Background: an optimization exercise with open tools, aiming at small area, a short achievable clock period and few clock cycles. Do not read the settings as production practice. Function was checked by simulation only, so behaviour that the tests miss may differ from the original.

$ cat config.mk
export PLATFORM = sky130hd
export DESIGN_NAME = hash_engine
export DESIGN_NICKNAME = hash_engine
export VERILOG_FILES = /design/flow/design.v
export SDC_FILE = /design/flow/constraint.sdc
export NUM_CORES = 8
export LEC_CHECK = 0
export ABC_AREA = 1
export ABC_CLOCK_PERIOD_IN_PS = 5000
export CAP_MARGIN = 20
export CORE_MARGIN = 2
export CORE_UTILIZATION = 45
export SLEW_MARGIN = 20
$ cat constraint.sdc
create_clock -name core_clock -period 18.0 [get_ports {clk}]
set_input_delay 3.6000 -clock core_clock [delete_from_list [all_inputs] [get_ports {clk}]]
set_output_delay 3.6000 -clock core_clock [all_outputs]
set_load 0.01 [all_outputs]
$ cat design.v
module hash_engine (
    input  wire        clk,
    input  wire        rst,
    input  wire        cmd_valid,
    output wire        cmd_ready,
    input  wire [15:0] cmd_word,
    output reg         rsp_valid,
    input  wire        rsp_ready,
    output reg  [2:0]  rsp_code,
    output reg  [63:0] rsp_data
);
    localparam [63:0] K_GOLD = 64'h9E3779B97F4A7C15;
    localparam [63:0] K_M1   = 64'hFF51AFD7ED558CCD;
    localparam [63:0] K_M2   = 64'hC4CEB9FE1A85EC53;
    reg [63:0] acc;
    reg [4:0]  dig;
    reg [19:0] ca, cb, cc;
    reg [22:0] scr;
    reg [63:0] mix;
    reg        act, dv, ovf, az;
    reg [2:0]  err;
    wire [63:0] stat_word = {57'd0, err, az, ovf, dv, act};
    reg        mv, sv;
    reg [15:0] mw, sw;
    wire       exec;
    assign cmd_ready = ~sv;
    wire take = cmd_valid & ~sv;
    always @(posedge clk) begin
        if (rst) begin
            mv <= 1'b0;
            sv <= 1'b0;
        end else if (~mv | exec) begin
            if (sv) begin
                mv <= 1'b1;
                mw <= sw;
                sv <= 1'b0;
            end else begin
                mv <= take;
                if (take) mw <= cmd_word;
            end
        end else if (take) begin
            sv <= 1'b1;
            sw <= cmd_word;
        end
    end
    wire [3:0] op  = mw[15:12];
    wire [3:0] rsv = mw[11:8];
    wire [7:0] arg = mw[7:0];
    wire op_nop = op == 4'h0, op_start = op == 4'h1, op_push = op == 4'h2, op_fin = op == 4'h3,
         op_rdb = op == 4'h4, op_rdr = op == 4'h5, op_srst = op == 4'hF;
    wire fz = op_nop | op_start | op_fin | op_srst;
    wire fb = op_push | op_rdb | op_rdr;
    wire c_ill = (rsv != 4'd0) | ~(fz | fb) | (fz & (arg != 8'd0));
    wire c_phs = (op_push | op_fin) & ~act;
    wire c_ix  = (op_rdb & (arg > 8'd16)) | (op_rdr & (arg > 8'd7));
    wire c_nv  = (op_rdb | (op_rdr & (arg != 8'd0) & (arg != 8'd7))) & ~dv;
    wire [2:0] code = c_ill ? 3'd1 : c_phs ? 3'd2 : c_ix ? 3'd3 : c_nv ? 3'd4 : 3'd0;
    wire cok = ~(c_ill | c_phs | c_ix | c_nv);
    wire is_mixrd = cok & op_rdr & (arg[2:0] == 3'd6);
    wire is_rdb   = cok & op_rdb;
    wire is_serrd = cok & op_rdr & (arg[2:0] != 3'd6);
    wire is_spec  = ~cok | is_mixrd | is_rdb | is_serrd;
    wire [1:0] kind = ~cok ? 2'd0 : is_mixrd ? 2'd1 : is_rdb ? 2'd2 : 2'd3;
    wire is_fin   = cok & op_fin;
    wire is_srst  = cok & op_srst;
    wire is_start = cok & op_start;
    wire is_push  = cok & op_push;
    reg  [2:0] fexec, fcommit;      
    wire       nf0 = fexec == fcommit;
    reg  [5:0] tc;                  
    reg  [1:0] gh, gt;
    reg  [2:0] gn;
    reg  [5:0] g_cnt  [0:3];        
    reg  [2:0] g_code [0:3];
    reg  [1:0] g_kind [0:3];
    reg  [4:0] g_sel  [0:3];
    reg  [2:0] g_rq   [0:3];        
    reg        barrier;
    wire gq_empty = gn == 3'd0;
    wire gq_full  = gn == 3'd4;
    wire a_free;
    wire can_exec = is_spec ? (~gq_full & (~is_serrd | (nf0 & gq_empty)))
                            : ((tc != 6'd63) & (~is_fin | a_free) & (~is_srst | (nf0 & gq_empty)));
    assign exec = mv & ~barrier & can_exec;
    wire [5:0] h_cnt  = g_cnt[gh];
    wire [1:0] h_kind = g_kind[gh];
    wire [4:0] h_sel  = g_sel[gh];
    wire       h_rdy  = (h_kind == 2'd0) | (h_kind == 2'd3) | (g_rq[gh] == fcommit);
    wire       out_free = ~rsp_valid | rsp_ready;
    wire       em_gz  = out_free & ~gq_empty & (h_cnt != 6'd0);
    wire       em_sp  = out_free & ~gq_empty & (h_cnt == 6'd0) & h_rdy;
    wire       em_tz  = out_free & gq_empty & (tc != 6'd0);
    function [7:0] hexdigit(input [3:0] v);
        hexdigit = (v < 4'd10) ? (8'h30 + {4'd0, v}) : (8'h57 + {4'd0, v});
    endfunction
    reg [63:0] rdr_value;
    always @(*) begin
        case (h_sel[2:0])
            3'd0: rdr_value = acc;
            3'd1: rdr_value = {59'd0, dig};
            3'd2: rdr_value = {44'd0, ca};
            3'd3: rdr_value = {44'd0, cb};
            3'd4: rdr_value = {44'd0, cc};
            3'd5: rdr_value = {41'd0, scr};
            3'd6: rdr_value = mix;
            default: rdr_value = stat_word;
        endcase
    end
    wire [3:0]  nib = mix[63 - 4 * h_sel[3:0] -: 4];
    wire [63:0] sp_data = (h_kind == 2'd0) ? 64'd0 :
                          (h_kind == 2'd1) ? mix :
                          (h_kind == 2'd2) ? (h_sel[4] ? 64'd0 : {56'd0, hexdigit(nib)}) :
                          rdr_value;
    wire [3:0] blk;
    genvar gi;
    generate
        for (gi = 0; gi < 4; gi = gi + 1) begin : g_blk
            wire [1:0] rel = gi[1:0] - gh;
            assign blk[gi] = ({1'b0, rel} < gn) & (g_kind[gi] == 2'd1 | g_kind[gi] == 2'd2) & (g_rq[gi] == fcommit);
        end
    endgenerate
    wire c_commit_block = |blk;
    wire push_g = exec & is_spec;
    wire [5:0] tc_after = tc - {5'd0, em_tz};
    always @(posedge clk) begin
        if (rst) begin
            tc <= 6'd0; gh <= 2'd0; gt <= 2'd0; gn <= 3'd0;
            rsp_valid <= 1'b0;
            barrier <= 1'b0;
        end else begin
            if (em_gz | em_sp | em_tz) begin
                rsp_valid <= 1'b1;
                rsp_code  <= em_sp ? g_code[gh] : 3'd0;
                rsp_data  <= em_sp ? sp_data : 64'd0;
            end else if (rsp_ready) begin
                rsp_valid <= 1'b0;
            end
            if (em_gz) g_cnt[gh] <= h_cnt - 6'd1;
            if (em_sp) begin
                gh <= gh + 2'd1;
                if (h_kind == 2'd3) barrier <= 1'b0;
            end
            if (push_g) begin
                g_cnt[gt]  <= tc_after;
                g_code[gt] <= code;
                g_kind[gt] <= kind;
                g_sel[gt]  <= arg[4:0];
                g_rq[gt]   <= fexec;
                gt <= gt + 2'd1;
                tc <= 6'd0;
                if (is_serrd) barrier <= 1'b1;
            end else begin
                tc <= tc_after + {5'd0, exec};
            end
            gn <= gn + {2'd0, push_g} - {2'd0, em_sp};
        end
    end
    wire [75:0] exact;
    he_push u_push (.acc(acc), .arg(arg), .exact(exact));
    localparam A_IDLE = 3'd0, A_RUN = 3'd1, A_D = 3'd2, A_F1 = 3'd3, A_F2 = 3'd4, A_F3 = 3'd5,
               A_DONE = 3'd6;
    reg [2:0]  a_st;
    reg [2:0]  a_cnt;
    reg [63:0] an;
    reg [76:0] bcd;
    reg [2:0]  a_div;
    reg [3:0]  a_e;
    reg [23:0] win;
    wire       ab_go;
    assign a_free = (a_st == A_IDLE) | ab_go;
    wire fin_go  = exec & is_fin;
    wire srst_go = exec & is_srst;
    wire [76:0] dd_out;
    he_dd8 u_dd (.bcd(bcd), .bits(an[63:56]), .out(dd_out));
    wire [19:0] dnz;
    genvar di;
    generate
        for (di = 0; di < 20; di = di + 1) begin : g_dnz
            if (di == 19) assign dnz[di] = bcd[76];
            else          assign dnz[di] = |bcd[4*di +: 4];
        end
    endgenerate
    reg [4:0] ndig;
    integer dk;
    always @(*) begin
        ndig = 5'd1;
        for (dk = 1; dk < 20; dk = dk + 1)
            if (dnz[dk]) ndig = dk[4:0] + 5'd1;
    end
    reg [2:0] n_div;
    reg [3:0] n_e;
    always @(*) begin
        case (ndig)
            5'd3: begin n_div = 3'd1; n_e = 4'd2; end
            5'd4: begin n_div = 3'd1; n_e = 4'd3; end
            5'd5: begin n_div = 3'd1; n_e = 4'd4; end
            5'd6: begin n_div = 3'd2; n_e = 4'd4; end
            5'd7: begin n_div = 3'd2; n_e = 4'd5; end
            5'd8: begin n_div = 3'd2; n_e = 4'd6; end
            5'd9: begin n_div = 3'd3; n_e = 4'd6; end
            5'd10: begin n_div = 3'd3; n_e = 4'd7; end
            5'd11: begin n_div = 3'd3; n_e = 4'd8; end
            5'd12: begin n_div = 3'd4; n_e = 4'd8; end
            5'd13: begin n_div = 3'd4; n_e = 4'd9; end
            5'd14: begin n_div = 3'd4; n_e = 4'd10; end
            5'd15: begin n_div = 3'd5; n_e = 4'd10; end
            5'd16: begin n_div = 3'd5; n_e = 4'd11; end
            5'd17: begin n_div = 3'd5; n_e = 4'd12; end
            5'd18: begin n_div = 3'd6; n_e = 4'd12; end
            5'd19: begin n_div = 3'd6; n_e = 4'd13; end
            5'd20: begin n_div = 3'd6; n_e = 4'd14; end
            default: begin n_div = 3'd0; n_e = 4'd1; end
        endcase
    end
    reg [23:0] fmask;
    always @(*) begin
        case (a_div)
            3'd0: fmask = 24'h000000;
            3'd1: fmask = 24'h00000F;
            3'd2: fmask = 24'h0000FF;
            3'd3: fmask = 24'h000FFF;
            3'd4: fmask = 24'h00FFFF;
            3'd5: fmask = 24'h0FFFFF;
            default: fmask = 24'hFFFFFF;
        endcase
    end
    wire [3:0]  w_off = (a_st == A_F1) ? {1'b0, a_div} : a_e;
    wire [79:0] w_sh  = {3'd0, bcd} >> {w_off, 2'b00};
    wire [23:0] fv    = win & fmask;
    wire [19:0] conv;
    he_conv u_conv (.fv(fv), .v(conv));
    always @(posedge clk) begin
        if (rst) begin
            a_st <= A_IDLE;
        end else begin
            case (a_st)
            A_RUN: begin
                bcd   <= dd_out;
                an    <= {an[55:0], an[63:56]};
                a_cnt <= a_cnt + 3'd1;
                if (a_cnt == 3'd7) a_st <= A_D;
            end
            A_D: begin
                a_div <= n_div;
                a_e   <= n_e;
                win   <= bcd[23:0];
                a_st  <= A_F1;
            end
            A_F1: begin
                win  <= w_sh[23:0];
                a_st <= A_F2;
            end
            A_F2: begin
                win  <= w_sh[23:0];
                a_st <= A_F3;
            end
            A_F3: a_st <= A_DONE;
            default: if (ab_go) a_st <= A_IDLE;
            endcase
            if (fin_go) begin
                an    <= acc;
                bcd   <= 77'd0;
                a_cnt <= 3'd0;
                a_st  <= A_RUN;
            end
        end
        if (rst | srst_go) begin
            dig <= 5'd0; ca <= 20'd0; cb <= 20'd0; cc <= 20'd0;
        end else begin
            if (a_st == A_D)  dig <= ndig;
            if (a_st == A_F1) cc  <= conv;
            if (a_st == A_F2) cb  <= conv;
            if (a_st == A_F3) ca  <= conv;
        end
    end
    localparam B_IDLE = 3'd0, B_M1 = 3'd1, B_M2 = 3'd2, B_CP = 3'd3, B_AB = 3'd4, B_SQ = 3'd5,
               B_SC = 3'd6, B_DONE = 3'd7;
    reg [2:0]  b_st;
    reg [2:0]  b_cnt;
    reg [63:0] bn;
    reg [19:0] ap;
    reg [2:0]  bq;
    reg        dneg;
    reg [43:0] r1, r2;
    wire       bc_go;
    wire       b_free = (b_st == B_IDLE) | bc_go;
    assign ab_go = (a_st == A_DONE) & b_free;
    wire [22:0] ap2 = {2'b0, ap, 1'b0};
    wire [22:0] ap4 = {1'b0, ap, 2'b0};
    wire [22:0] ap8 = {ap, 3'b0};
    wire [22:0] ap6 = ap2 + ap4;
    function [2:0] q5(input [22:0] x, input [22:0] m2, input [22:0] m4, input [22:0] m6, input [22:0] m8);
        q5 = (x >= m8) ? 3'd4 : (x >= m6) ? 3'd3 : (x >= m4) ? 3'd2 : (x >= m2) ? 3'd1 : 3'd0;
    endfunction
    wire        msub = (b_st == B_M2);
    wire [21:0] mx   = msub ? {ap, 2'b00} : {2'b00, cb};
    wire [21:0] my   = msub ? {2'b00, cc} : {2'b00, cb};
    wire [43:0] acc1 = msub ? r1 : 44'd0;
    wire [43:0] acc2 = msub ? r2 : 44'd0;
    wire [43:0] mt_s, mt_c;
    he_bmul u_bmul (.mx(mx), .my(my), .msub(msub), .acc1(acc1), .acc2(acc2), .s(mt_s), .c(mt_c));
    wire [43:0] dsum = r1 + r2;
    wire [43:0] dabs = r1[43] ? (44'd0 - r1) : r1;
    wire [22:0] sr_rem;
    wire [20:0] sr_root;
    wire [41:0] sr_x;
    he_sqrt3 u_sq (.r1(r1), .r2(r2), .rem_o(sr_rem), .root_o(sr_root), .x_o(sr_x));
    wire [20:0] root  = r2[20:0];
    wire [2:0]  qq    = q5({2'b0, root}, ap2, ap4, ap6, ap8);
    wire [3:0]  rr    = dneg ? {1'b0, bq} : ({1'b0, bq} + {1'b0, qq});
    wire [20:0] ii    = dneg ? root : {18'd0, (qq >= bq) ? (qq - bq) : (bq - qq)};
    reg  [22:0] rmil;
    always @(*) begin
        case (rr)
            4'd0: rmil = 23'd0;
            4'd1: rmil = 23'd1000000;
            4'd2: rmil = 23'd2000000;
            4'd3: rmil = 23'd3000000;
            4'd4: rmil = 23'd4000000;
            4'd5: rmil = 23'd5000000;
            4'd6: rmil = 23'd6000000;
            4'd7: rmil = 23'd7000000;
            default: rmil = 23'd8000000;
        endcase
    end
    wire [22:0] scr_n = rmil + {2'b0, ii};
    always @(posedge clk) begin
        if (rst | srst_go) scr <= 23'd0;
        else if (b_st == B_SC) scr <= scr_n;
        if (rst) begin
            b_st <= B_IDLE;
        end else begin
            case (b_st)
            B_M1: begin
                r1 <= mt_s; r2 <= mt_c;
                bq <= q5({3'b0, cb}, ap2, ap4, ap6, ap8);
                b_st <= B_M2;
            end
            B_M2: begin
                r1 <= mt_s; r2 <= mt_c;
                b_st <= B_CP;
            end
            B_CP: begin
                r1 <= dsum;
                b_st <= B_AB;
            end
            B_AB: begin
                r1 <= dabs;
                dneg <= r1[43];
                r2 <= 44'd0;
                b_cnt <= 3'd0;
                b_st <= B_SQ;
            end
            B_SQ: begin
                r1 <= {2'b00, sr_x};
                r2 <= {sr_rem, sr_root};
                b_cnt <= b_cnt + 3'd1;
                if (b_cnt == 3'd6) b_st <= B_SC;
            end
            B_SC: b_st <= B_DONE;
            default: if (bc_go) b_st <= B_IDLE;
            endcase
            if (ab_go) begin
                bn   <= an;
                ap   <= (ca == 20'd0) ? 20'd1 : ca;
                b_st <= B_M1;
            end
        end
    end
    localparam C_IDLE = 2'd0, C_RUN = 2'd1, C_ADD = 2'd2, C_CMT = 2'd3;
    reg [1:0]  c_st;
    reg [1:0]  c_ph;
    reg [1:0]  c_j;
    reg [63:0] mc;
    reg [63:0] as, ac;
    wire [63:0] psum  = as + ac;
    wire [63:0] xs_p  = psum ^ (psum >> 33);
    wire c_cmt_now = ((c_st == C_ADD) & (c_ph == 2'd2) | (c_st == C_CMT)) & ~c_commit_block;
    wire c_free = (c_st == C_IDLE) | c_cmt_now;
    assign bc_go = (b_st == B_DONE) & c_free;
    wire [63:0] kg_sh = c_j[0] ? (K_GOLD << 16) : K_GOLD;
    wire [63:0] xm = (c_ph == 2'd0) ? kg_sh : mc;
    wire [24:0] scr_y = {1'b0, scr, 1'b0};
    wire [64:0] k1_y = {K_M1, 1'b0};
    wire [64:0] k2_y = {K_M2, 1'b0};
    reg  [16:0] yw;
    always @(*) begin
        case (c_ph)
            2'd0:    yw = c_j[0] ? {8'd0, scr_y[24:16]} : scr_y[16:0];
            2'd1:    yw = k1_y[16 * c_j +: 17];
            default: yw = k2_y[16 * c_j +: 17];
        endcase
    end
    wire [63:0] ct_s, ct_c;
    he_cmul u_cmul (.xm(xm), .yw(yw), .as(as), .ac(ac), .s(ct_s), .c(ct_c));
    wire [63:0] h0    = mc ^ psum;
    wire [63:0] xs_h0 = h0 ^ (h0 >> 33);
    wire last_chunk = (c_ph == 2'd0) ? c_j[0] : (c_j == 2'd3);
    always @(posedge clk) begin
        if (rst) begin
            c_st <= C_IDLE;
        end else begin
            case (c_st)
            C_RUN: begin
                as  <= ct_s;
                ac  <= ct_c;
                if (c_ph != 2'd0) mc <= {mc[47:0], 16'd0};
                c_j <= c_j + 2'd1;
                if (last_chunk) c_st <= C_ADD;
            end
            C_ADD: begin
                as <= 64'd0; ac <= 64'd0; c_j <= 2'd0;
                if (c_ph == 2'd0) mc <= xs_h0; else mc <= xs_p;
                c_ph <= c_ph + 2'd1;
                if (c_ph == 2'd2) c_st <= c_cmt_now ? C_IDLE : C_CMT;
                else c_st <= C_RUN;
            end
            default: if (c_cmt_now) c_st <= C_IDLE;
            endcase
            if (bc_go) begin
                mc   <= bn;
                as   <= 64'd0;
                ac   <= 64'd0;
                c_ph <= 2'd0;
                c_j  <= 2'd0;
                c_st <= C_RUN;
            end
        end
    end
    always @(posedge clk) begin
        if (rst) begin
            acc <= 64'd0; mix <= 64'd0;
            act <= 1'b0; dv <= 1'b0; ovf <= 1'b0; az <= 1'b0; err <= 3'd0;
            fexec <= 3'd0; fcommit <= 3'd0;
        end else begin
            if (c_cmt_now) begin
                mix <= (c_st == C_CMT) ? mc : xs_p;
                fcommit <= fcommit + 3'd1;
            end
            if (exec) begin
                if (~cok) begin
                    if (err == 3'd0) err <= code;
                end
                if (is_start) begin
                    acc <= 64'd0; ovf <= 1'b0; act <= 1'b1;
                end
                if (is_push) begin
                    acc <= exact[63:0];
                    if (exact[75:64] != 12'd0) ovf <= 1'b1;
                end
                if (is_fin) begin
                    act <= 1'b0; dv <= 1'b1;
                    az  <= (acc < 64'd100);
                    fexec <= fexec + 3'd1;
                end
                if (is_srst) begin
                    acc <= 64'd0; mix <= 64'd0;
                    act <= 1'b0; dv <= 1'b0; ovf <= 1'b0; az <= 1'b0; err <= 3'd0;
                end
            end
        end
    end
endmodule
module he_dd8 (input wire [76:0] bcd, input wire [7:0] bits, output reg [76:0] out);
    function [76:0] dd_step(input [76:0] x, input bb);
        integer i;
        reg [79:0] t, o;
        reg c;
        begin
            t = {3'd0, x};
            c = bb;
            for (i = 0; i < 20; i = i + 1) begin
                o[4*i]   = c;
                o[4*i+1] = (~t[4*i+3] & ~t[4*i+2] & t[4*i]) | (t[4*i+2] & t[4*i+1] & ~t[4*i]) | (t[4*i+3] & ~t[4*i]);
                o[4*i+2] = (t[4*i+1] & (~t[4*i+2] | t[4*i])) | (t[4*i+3] & ~t[4*i]);
                o[4*i+3] = (t[4*i+2] & ~t[4*i+1] & ~t[4*i]) | (t[4*i+3] & t[4*i]);
                c = t[4*i+3] | (t[4*i+2] & (t[4*i+1] | t[4*i]));
            end
            dd_step = o[76:0];
        end
    endfunction
    integer s;
    always @(*) begin
        out = bcd;
        for (s = 0; s < 8; s = s + 1)
            out = dd_step(out, bits[7 - s]);
    end
endmodule
module he_conv (input wire [23:0] fv, output wire [19:0] v);
    assign v = {16'd0, fv[3:0]}
                      + ({16'd0, fv[7:4]} << 3) + ({16'd0, fv[7:4]} << 1)
                      + ({16'd0, fv[11:8]} << 6) + ({16'd0, fv[11:8]} << 5) + ({16'd0, fv[11:8]} << 2)
                      + ({16'd0, fv[15:12]} << 9) + ({16'd0, fv[15:12]} << 8) + ({16'd0, fv[15:12]} << 7)
                      + ({16'd0, fv[15:12]} << 6) + ({16'd0, fv[15:12]} << 5) + ({16'd0, fv[15:12]} << 3)
                      + ({16'd0, fv[19:16]} << 13) + ({16'd0, fv[19:16]} << 10) + ({16'd0, fv[19:16]} << 9)
                      + ({16'd0, fv[19:16]} << 8) + ({16'd0, fv[19:16]} << 4)
                      + ({16'd0, fv[23:20]} << 16) + ({16'd0, fv[23:20]} << 15) + ({16'd0, fv[23:20]} << 10)
                      + ({16'd0, fv[23:20]} << 9) + ({16'd0, fv[23:20]} << 7) + ({16'd0, fv[23:20]} << 5);
endmodule
module he_push (input wire [63:0] acc, input wire [7:0] arg, output wire [75:0] exact);
    wire m10  = arg < 8'd10;
    wire m100 = ~m10 & (arg < 8'd100);
    wire m1k  = ~m10 & ~m100;
    wire [75:0] ax = {12'd0, acc};
    wire [75:0] t1 = m10 ? (ax << 3) : m100 ? (ax << 6) : (ax << 10);
    wire [75:0] t2 = m10 ? (ax << 1) : m100 ? (ax << 5) : ~(ax << 4);
    wire [75:0] t3 = m10 ? 76'd0     : m100 ? (ax << 2) : ~(ax << 3);
    wire [75:0] t4 = {66'd0, 2'b00, arg} + {74'd0, m1k, 1'b0};
    wire [75:0] p_s, p_c;
    csa_push u_csap (.rows({t4, t3, t2, t1}), .s(p_s), .c(p_c));
    assign exact = p_s + p_c;
endmodule
module he_cmul (input wire [63:0] xm, input wire [16:0] yw, input wire [63:0] as, input wire [63:0] ac,
                output wire [63:0] s, output wire [63:0] c);
    wire [63:0] rows [0:7];
    wire [7:0]  negs;
    genvar ri;
    generate
        for (ri = 0; ri < 8; ri = ri + 1) begin : g_booth
            wire neg = yw[2*ri+2];
            wire one = yw[2*ri+1] ^ yw[2*ri];
            wire two = (yw[2*ri+2] & ~yw[2*ri+1] & ~yw[2*ri]) | (~yw[2*ri+2] & yw[2*ri+1] & yw[2*ri]);
            wire [63:0] mag = one ? xm : two ? {xm[62:0], 1'b0} : 64'd0;
            assign rows[ri] = (neg ? ~mag : mag) << (2 * ri);
            assign negs[ri] = neg;
        end
    endgenerate
    wire [63:0] corr = {49'd0, negs[7], 1'b0, negs[6], 1'b0, negs[5], 1'b0, negs[4], 1'b0,
                        negs[3], 1'b0, negs[2], 1'b0, negs[1], 1'b0, negs[0]};
    csa_mix u_csac (.rows({ac, as, corr, rows[7], rows[6], rows[5], rows[4], rows[3], rows[2], rows[1], rows[0]}),
                    .s(s), .c(c));
endmodule
module he_bmul (input wire [21:0] mx, input wire [21:0] my, input wire msub, input wire [43:0] acc1, input wire [43:0] acc2,
                output wire [43:0] s, output wire [43:0] c);
    wire [22:0] myw  = {my, 1'b0};
    wire [43:0] mrows [0:10];
    wire [43:0] mcorr;
    wire [10:0] mneg;
    genvar mi;
    generate
        for (mi = 0; mi < 11; mi = mi + 1) begin : g_mb
            wire nb  = myw[2*mi+2];
            wire one = myw[2*mi+1] ^ myw[2*mi];
            wire two = (myw[2*mi+2] & ~myw[2*mi+1] & ~myw[2*mi]) | (~myw[2*mi+2] & myw[2*mi+1] & myw[2*mi]);
            wire ng  = nb ^ msub;
            wire [22:0] mag = one ? {1'b0, mx} : two ? {mx, 1'b0} : 23'd0;
            wire [23:0] rw  = {~ng, mag ^ {23{ng}}};
            assign mrows[mi] = {20'd0, rw} << (2 * mi);
            assign mneg[mi] = ng;
        end
    endgenerate
    localparam [43:0] MCONST = 44'h0 - 44'h00AAAAA800000;
    assign mcorr = MCONST | {23'd0, mneg[10], 1'b0, mneg[9], 1'b0, mneg[8], 1'b0, mneg[7], 1'b0,
                             mneg[6], 1'b0, mneg[5], 1'b0, mneg[4], 1'b0, mneg[3], 1'b0, mneg[2], 1'b0,
                             mneg[1], 1'b0, mneg[0]};
    csa_mul u_csam (.rows({acc2, acc1, mcorr, mrows[10], mrows[9], mrows[8], mrows[7], mrows[6], mrows[5],
                           mrows[4], mrows[3], mrows[2], mrows[1], mrows[0]}), .s(s), .c(c));
endmodule
module he_sqrt3 (input wire [43:0] r1, input wire [43:0] r2, output reg [22:0] rem_o, output reg [20:0] root_o, output reg [41:0] x_o);
    reg [24:0] sr_t;
    integer k;
    always @(*) begin
        rem_o = r2[43:21]; root_o = r2[20:0]; x_o = r1[41:0];
        for (k = 0; k < 3; k = k + 1) begin
            sr_t = {rem_o, x_o[41:40]} - {2'b0, root_o, 2'b01};
            if (!sr_t[24]) begin
                rem_o  = sr_t[22:0];
                root_o = {root_o[19:0], 1'b1};
            end else begin
                rem_o  = {rem_o[20:0], x_o[41:40]};
                root_o = {root_o[19:0], 1'b0};
            end
            x_o = {x_o[39:0], 2'b00};
        end
    end
endmodule
module csa_push (input wire [303:0] rows, output wire [75:0] s, output wire [75:0] c);
    wire [75:0] l0_s0 = rows[0 +: 76] ^ rows[76 +: 76] ^ rows[152 +: 76];
    wire [75:0] l0_c0_m = (rows[0 +: 76] & rows[76 +: 76]) | (rows[0 +: 76] & rows[152 +: 76]) | (rows[76 +: 76] & rows[152 +: 76]);
    wire [75:0] l0_c0 = {l0_c0_m[74:0], 1'b0};
    wire [75:0] l1_s0 = l0_s0 ^ l0_c0 ^ rows[228 +: 76];
    wire [75:0] l1_c0_m = (l0_s0 & l0_c0) | (l0_s0 & rows[228 +: 76]) | (l0_c0 & rows[228 +: 76]);
    wire [75:0] l1_c0 = {l1_c0_m[74:0], 1'b0};
    assign s = l1_s0;
    assign c = l1_c0;
endmodule
module csa_mul (input wire [615:0] rows, output wire [43:0] s, output wire [43:0] c);
    wire [43:0] l0_s0 = rows[0 +: 44] ^ rows[44 +: 44] ^ rows[88 +: 44];
    wire [43:0] l0_c0_m = (rows[0 +: 44] & rows[44 +: 44]) | (rows[0 +: 44] & rows[88 +: 44]) | (rows[44 +: 44] & rows[88 +: 44]);
    wire [43:0] l0_c0 = {l0_c0_m[42:0], 1'b0};
    wire [43:0] l0_s1 = rows[132 +: 44] ^ rows[176 +: 44] ^ rows[220 +: 44];
    wire [43:0] l0_c1_m = (rows[132 +: 44] & rows[176 +: 44]) | (rows[132 +: 44] & rows[220 +: 44]) | (rows[176 +: 44] & rows[220 +: 44]);
    wire [43:0] l0_c1 = {l0_c1_m[42:0], 1'b0};
    wire [43:0] l0_s2 = rows[264 +: 44] ^ rows[308 +: 44] ^ rows[352 +: 44];
    wire [43:0] l0_c2_m = (rows[264 +: 44] & rows[308 +: 44]) | (rows[264 +: 44] & rows[352 +: 44]) | (rows[308 +: 44] & rows[352 +: 44]);
    wire [43:0] l0_c2 = {l0_c2_m[42:0], 1'b0};
    wire [43:0] l0_s3 = rows[396 +: 44] ^ rows[440 +: 44] ^ rows[484 +: 44];
    wire [43:0] l0_c3_m = (rows[396 +: 44] & rows[440 +: 44]) | (rows[396 +: 44] & rows[484 +: 44]) | (rows[440 +: 44] & rows[484 +: 44]);
    wire [43:0] l0_c3 = {l0_c3_m[42:0], 1'b0};
    wire [43:0] l1_s0 = l0_s0 ^ l0_c0 ^ l0_s1;
    wire [43:0] l1_c0_m = (l0_s0 & l0_c0) | (l0_s0 & l0_s1) | (l0_c0 & l0_s1);
    wire [43:0] l1_c0 = {l1_c0_m[42:0], 1'b0};
    wire [43:0] l1_s1 = l0_c1 ^ l0_s2 ^ l0_c2;
    wire [43:0] l1_c1_m = (l0_c1 & l0_s2) | (l0_c1 & l0_c2) | (l0_s2 & l0_c2);
    wire [43:0] l1_c1 = {l1_c1_m[42:0], 1'b0};
    wire [43:0] l1_s2 = l0_s3 ^ l0_c3 ^ rows[528 +: 44];
    wire [43:0] l1_c2_m = (l0_s3 & l0_c3) | (l0_s3 & rows[528 +: 44]) | (l0_c3 & rows[528 +: 44]);
    wire [43:0] l1_c2 = {l1_c2_m[42:0], 1'b0};
    wire [43:0] l2_s0 = l1_s0 ^ l1_c0 ^ l1_s1;
    wire [43:0] l2_c0_m = (l1_s0 & l1_c0) | (l1_s0 & l1_s1) | (l1_c0 & l1_s1);
    wire [43:0] l2_c0 = {l2_c0_m[42:0], 1'b0};
    wire [43:0] l2_s1 = l1_c1 ^ l1_s2 ^ l1_c2;
    wire [43:0] l2_c1_m = (l1_c1 & l1_s2) | (l1_c1 & l1_c2) | (l1_s2 & l1_c2);
    wire [43:0] l2_c1 = {l2_c1_m[42:0], 1'b0};
    wire [43:0] l3_s0 = l2_s0 ^ l2_c0 ^ l2_s1;
    wire [43:0] l3_c0_m = (l2_s0 & l2_c0) | (l2_s0 & l2_s1) | (l2_c0 & l2_s1);
    wire [43:0] l3_c0 = {l3_c0_m[42:0], 1'b0};
    wire [43:0] l4_s0 = l3_s0 ^ l3_c0 ^ l2_c1;
    wire [43:0] l4_c0_m = (l3_s0 & l3_c0) | (l3_s0 & l2_c1) | (l3_c0 & l2_c1);
    wire [43:0] l4_c0 = {l4_c0_m[42:0], 1'b0};
    wire [43:0] l5_s0 = l4_s0 ^ l4_c0 ^ rows[572 +: 44];
    wire [43:0] l5_c0_m = (l4_s0 & l4_c0) | (l4_s0 & rows[572 +: 44]) | (l4_c0 & rows[572 +: 44]);
    wire [43:0] l5_c0 = {l5_c0_m[42:0], 1'b0};
    assign s = l5_s0;
    assign c = l5_c0;
endmodule
module csa_mix (input wire [703:0] rows, output wire [63:0] s, output wire [63:0] c);
    wire [63:0] l0_s0 = rows[0 +: 64] ^ rows[64 +: 64] ^ rows[128 +: 64];
    wire [63:0] l0_c0_m = (rows[0 +: 64] & rows[64 +: 64]) | (rows[0 +: 64] & rows[128 +: 64]) | (rows[64 +: 64] & rows[128 +: 64]);
    wire [63:0] l0_c0 = {l0_c0_m[62:0], 1'b0};
    wire [63:0] l0_s1 = rows[192 +: 64] ^ rows[256 +: 64] ^ rows[320 +: 64];
    wire [63:0] l0_c1_m = (rows[192 +: 64] & rows[256 +: 64]) | (rows[192 +: 64] & rows[320 +: 64]) | (rows[256 +: 64] & rows[320 +: 64]);
    wire [63:0] l0_c1 = {l0_c1_m[62:0], 1'b0};
    wire [63:0] l0_s2 = rows[384 +: 64] ^ rows[448 +: 64] ^ rows[512 +: 64];
    wire [63:0] l0_c2_m = (rows[384 +: 64] & rows[448 +: 64]) | (rows[384 +: 64] & rows[512 +: 64]) | (rows[448 +: 64] & rows[512 +: 64]);
    wire [63:0] l0_c2 = {l0_c2_m[62:0], 1'b0};
    wire [63:0] l1_s0 = l0_s0 ^ l0_c0 ^ l0_s1;
    wire [63:0] l1_c0_m = (l0_s0 & l0_c0) | (l0_s0 & l0_s1) | (l0_c0 & l0_s1);
    wire [63:0] l1_c0 = {l1_c0_m[62:0], 1'b0};
    wire [63:0] l1_s1 = l0_c1 ^ l0_s2 ^ l0_c2;
    wire [63:0] l1_c1_m = (l0_c1 & l0_s2) | (l0_c1 & l0_c2) | (l0_s2 & l0_c2);
    wire [63:0] l1_c1 = {l1_c1_m[62:0], 1'b0};
    wire [63:0] l2_s0 = l1_s0 ^ l1_c0 ^ l1_s1;
    wire [63:0] l2_c0_m = (l1_s0 & l1_c0) | (l1_s0 & l1_s1) | (l1_c0 & l1_s1);
    wire [63:0] l2_c0 = {l2_c0_m[62:0], 1'b0};
    wire [63:0] l2_s1 = l1_c1 ^ rows[576 +: 64] ^ rows[640 +: 64];
    wire [63:0] l2_c1_m = (l1_c1 & rows[576 +: 64]) | (l1_c1 & rows[640 +: 64]) | (rows[576 +: 64] & rows[640 +: 64]);
    wire [63:0] l2_c1 = {l2_c1_m[62:0], 1'b0};
    wire [63:0] l3_s0 = l2_s0 ^ l2_c0 ^ l2_s1;
    wire [63:0] l3_c0_m = (l2_s0 & l2_c0) | (l2_s0 & l2_s1) | (l2_c0 & l2_s1);
    wire [63:0] l3_c0 = {l3_c0_m[62:0], 1'b0};
    wire [63:0] l4_s0 = l3_s0 ^ l3_c0 ^ l2_c1;
    wire [63:0] l4_c0_m = (l3_s0 & l3_c0) | (l3_s0 & l2_c1) | (l3_c0 & l2_c1);
    wire [63:0] l4_c0 = {l4_c0_m[62:0], 1'b0};
    assign s = l4_s0;
    assign c = l4_c0;
endmodule
$ cat run.sh
#!/bin/bash
# synth_recipe.tcl (not shown) runs the flow's synth.tcl, then flattens the netlist and writes it again
# the make line also repeats each setting of config.mk as NAME=value (left out here)
make -C /OpenROAD-flow-scripts/flow DESIGN_CONFIG=/design/flow/config.mk WORK_HOME=/design/flow/orfs CLKGATE_MAP_FILE= SYNTH_SCRIPT=/design/flow/synth_recipe.tcl finish
==> results.json <==
{
  "outcome": "complete, no violations",
  "synth_edf_count": 723,
  "crit_type": "reg2reg",
  "fin_setup_tns_ns": 0,
  "drc": 0,
  "fin_area_um2": 127000,
  "synth_nets": 17700,
  "slew-limit-headroom": 0.173,
  "min_period_over_period": 0.446,
  "critPathRequiredTime_ns": 18.63,
  "final_cell_mix": "2930 x nand2_1, 2596 x inv_1, 1384 x nor2_1",
  "ys_types": 86,
  "cts-resized-gates": 0,
  "postCtsSetupRepairBufs": 0,
  "rsz0062_at_grt": "no",
  "critPathArrivalTime_ns": 8.66,
  "grt_overflow": 0,
  "cpMostUsedCell": "nand2_1",
  "vias": 111000,
  "fin_cells": 19400,
  "final_common_cell": "nand2_1",
  "setup_viol_count_final": 0,
  "rows": 188,
  "clk_latency_ns": 0.82,
  "antenna_found_initial": 8,
  "crit_family": "simple AND/OR/NAND/NOR gates",
  "die-area_um2": 269000,
  "grt_max_degree": 123,
  "end_kind": "flop",
  "start_kind": "flop",
  "period_needed_ns": 8.03,
  "syn_area_um2": 119000,
  "fin_skew_ns": 0.0710,
  "numCtsBuffers": 117,
  "tightest_slew_ns": 1.23,
  "h-tree-depth": 3,
  "via_per_inst": 5.75,
  "hold_violations": 0,
  "nets": 17400,
  "synth_top_area_frac": 0.182,
  "hold_buffers": 0,
  "clock_path_buffers": 3,
  "cts_root_buf": "clkbuf_16",
  "firstDrtPassIters": 7,
  "ys_ff_latch": 979,
  "synth-seq-area-share": 0.225,
  "wire_per_inst_um": 22.3,
  "synth_top_flop_cell": "edfxtp_1",
  "cp.buffers_inverters": 4,
  "async_flop_share": 0,
  "yosys-top-cells-area": "edfxtp_1 18%, fa_1 14%, nand2_1 9.3%",
  "die_w_um": 518,
  "synth_cells": 16100,
  "totalWireLength_um": 433000,
  "cp_max_fo": 9,
  "fin_util": 0.485,
  "timing.final.ws_setup_ns": 9.97,
  "ant_nets": 0,
  "syn2layout_area_growth_pct": 7.06,
  "die_h_um": 518,
  "gp_congestion": 1.02,
  "hp-class": "reg2reg",
  "cpMaxStageDelayCell": "edfxtp_1",
  "ios": 89,
  "crit_path_max_incr_delay_ns": 0.79,
  "dp.cells": 19200,
  "synth_area_leader_cell": "edfxtp_1",
  "port_buffers": 88,
  "yosys_warnings": 5,
  "core_area_um2": 263000,
  "grt_pass1_wl_um": 655000,
  "start_util": 0.453,
  "cts_tree": "done",
  "grt_pass1_vias": 105000,
  "cts.clk_slew.worst_paths_ns": 0.06,
  "syn_area_per_cell_um2": 7.42,
  "fmax_mhz": 125,
  "dp_hpwl_um": 332000,
  "dpl_worst_slack_ns": 9.84,
  "clock-sinks": 979,
  "drive_gt1_frac": 0.0595,
  "finalMaxSlewViolations": 0,
  "grt_use_total": 0.313,
  "fin_hold_ws_ns": 0.434,
  "postPlaceCellArea_um2": 123000,
  "maxCapViolations": 0,
  "drtIter0Drc": 13700
}
## cells in the mapped netlist, types with 100 or more instances
library cell,n
a21oi_1,935
a31oi_1,100
clkbuf_1,549
dfxtp_1,256
edfxtp_1,723
fa_1,851
ha_1,762
inv_1,2603
inv_2,144
nand2_1,2942
nand3_1,605
nor2_1,1402
nor3_1,125
o211ai_1,169
o21ai_0,848
o21ai_1,138
o22ai_1,830
xnor2_1,114
xor2_1,843
## flip-flops by register name, summed over array words and instances, names as in the netlist, 44 cells and up, named ones only
name,count
bcd,77
acc,64
an,64
as,64
bn,64
mc,64
mix,64
rsp_data,64
ac,62
r1,44
r2,44
## cell families (layout without fill, tap and decap cells)
group | count (synthesis) | count (layout) | share of synthesized area
flops | 979 | 979 | 0.225
fa+ha+maj | 1613 | 1613 | 0.223
compound gates | 3588 | 3588 | 0.181
buf+inv | 3439 | 3256 | 0.110
xor+xnor | 957 | 957 | 0.0704
other cells | 0 | 1 | 0
simple gates | 5477 | 5477 | 0.191
## path summary, 6_finish.rpt
check | startpoint | cells after the start | end | slack, ns
min reg2reg | ca[8]$_SDFFE_PP0P_ | 0 | ap[8]$_SDFFCE_PN0P_ | 0.43
max reg2reg | ap[0]$_SDFFCE_PN1P_ | 48 | scr[21]$_SDFFE_PP0P_ | 9.97
min | ca[8]$_SDFFE_PP0P_ | 0 | ap[8]$_SDFFCE_PN0P_ | 0.43
max | ap[0]$_SDFFCE_PN1P_ | 48 | scr[21]$_SDFFE_PP0P_ | 9.97
## layer usage
| metal | up-vias | part of all wire | track usage |
|---|---|---|---|
| met1 | 52700 | 0.42 | 0.433 |
| met4 | 2 | 0.046 | 0.121 |
| li1 | 52400 | - | - |
| met3 | 937 | 0.098 | 0.0603 |
| met5 | - | 0.000032 | 0 |
| met2 | 5293 | 0.43 | 0.480 |
## cell type report
class	instances	area, um^2
Antenna cell	1	2.50
Multi-Input combinational cell	11600	79500
Sequential cell	979	26800
Tap cell	3515	4400
Clock buffer	152	3270
Clock inverter	70	815
Inverter	2765	10400
Fill cell	26300	135000
Timing Repair Buffer	269	2250
Testbench counts, summed over its fixed seeds: cycles 5,751.

[re-timing with driven ports]
Ports are ideal in the flow. The routed layout listed here was re-timed in OpenROAD. Step 1: set_driving_cell puts a clkbuf_16 on clk and a buf_2 on each other input, an assumption about the parent block. Step 2 moves the port delays by t, midway between the first and last clock arrival at a register: inputs arrive t later, outputs are due t later. That takes back most of the time a late clock gives input paths. Slacks: ideal ports / drivers / drivers and shift; pairs: ideal ports / drivers.
shift t [ns]: 0.865
setup WS [ns]: 9.969 / 9.969 / 9.969
hold slack, ns: 0.434 / 0.434 / 0.434
latest minus earliest clock arrival (ns): 0.073 / 0.074
worst data-port slew with drivers (ns): 0.05
After both steps setup and hold are still met in this run. For this run, drivers alone change the setup slack by 0.000 ns; drivers and shift together by 0.000 ns.
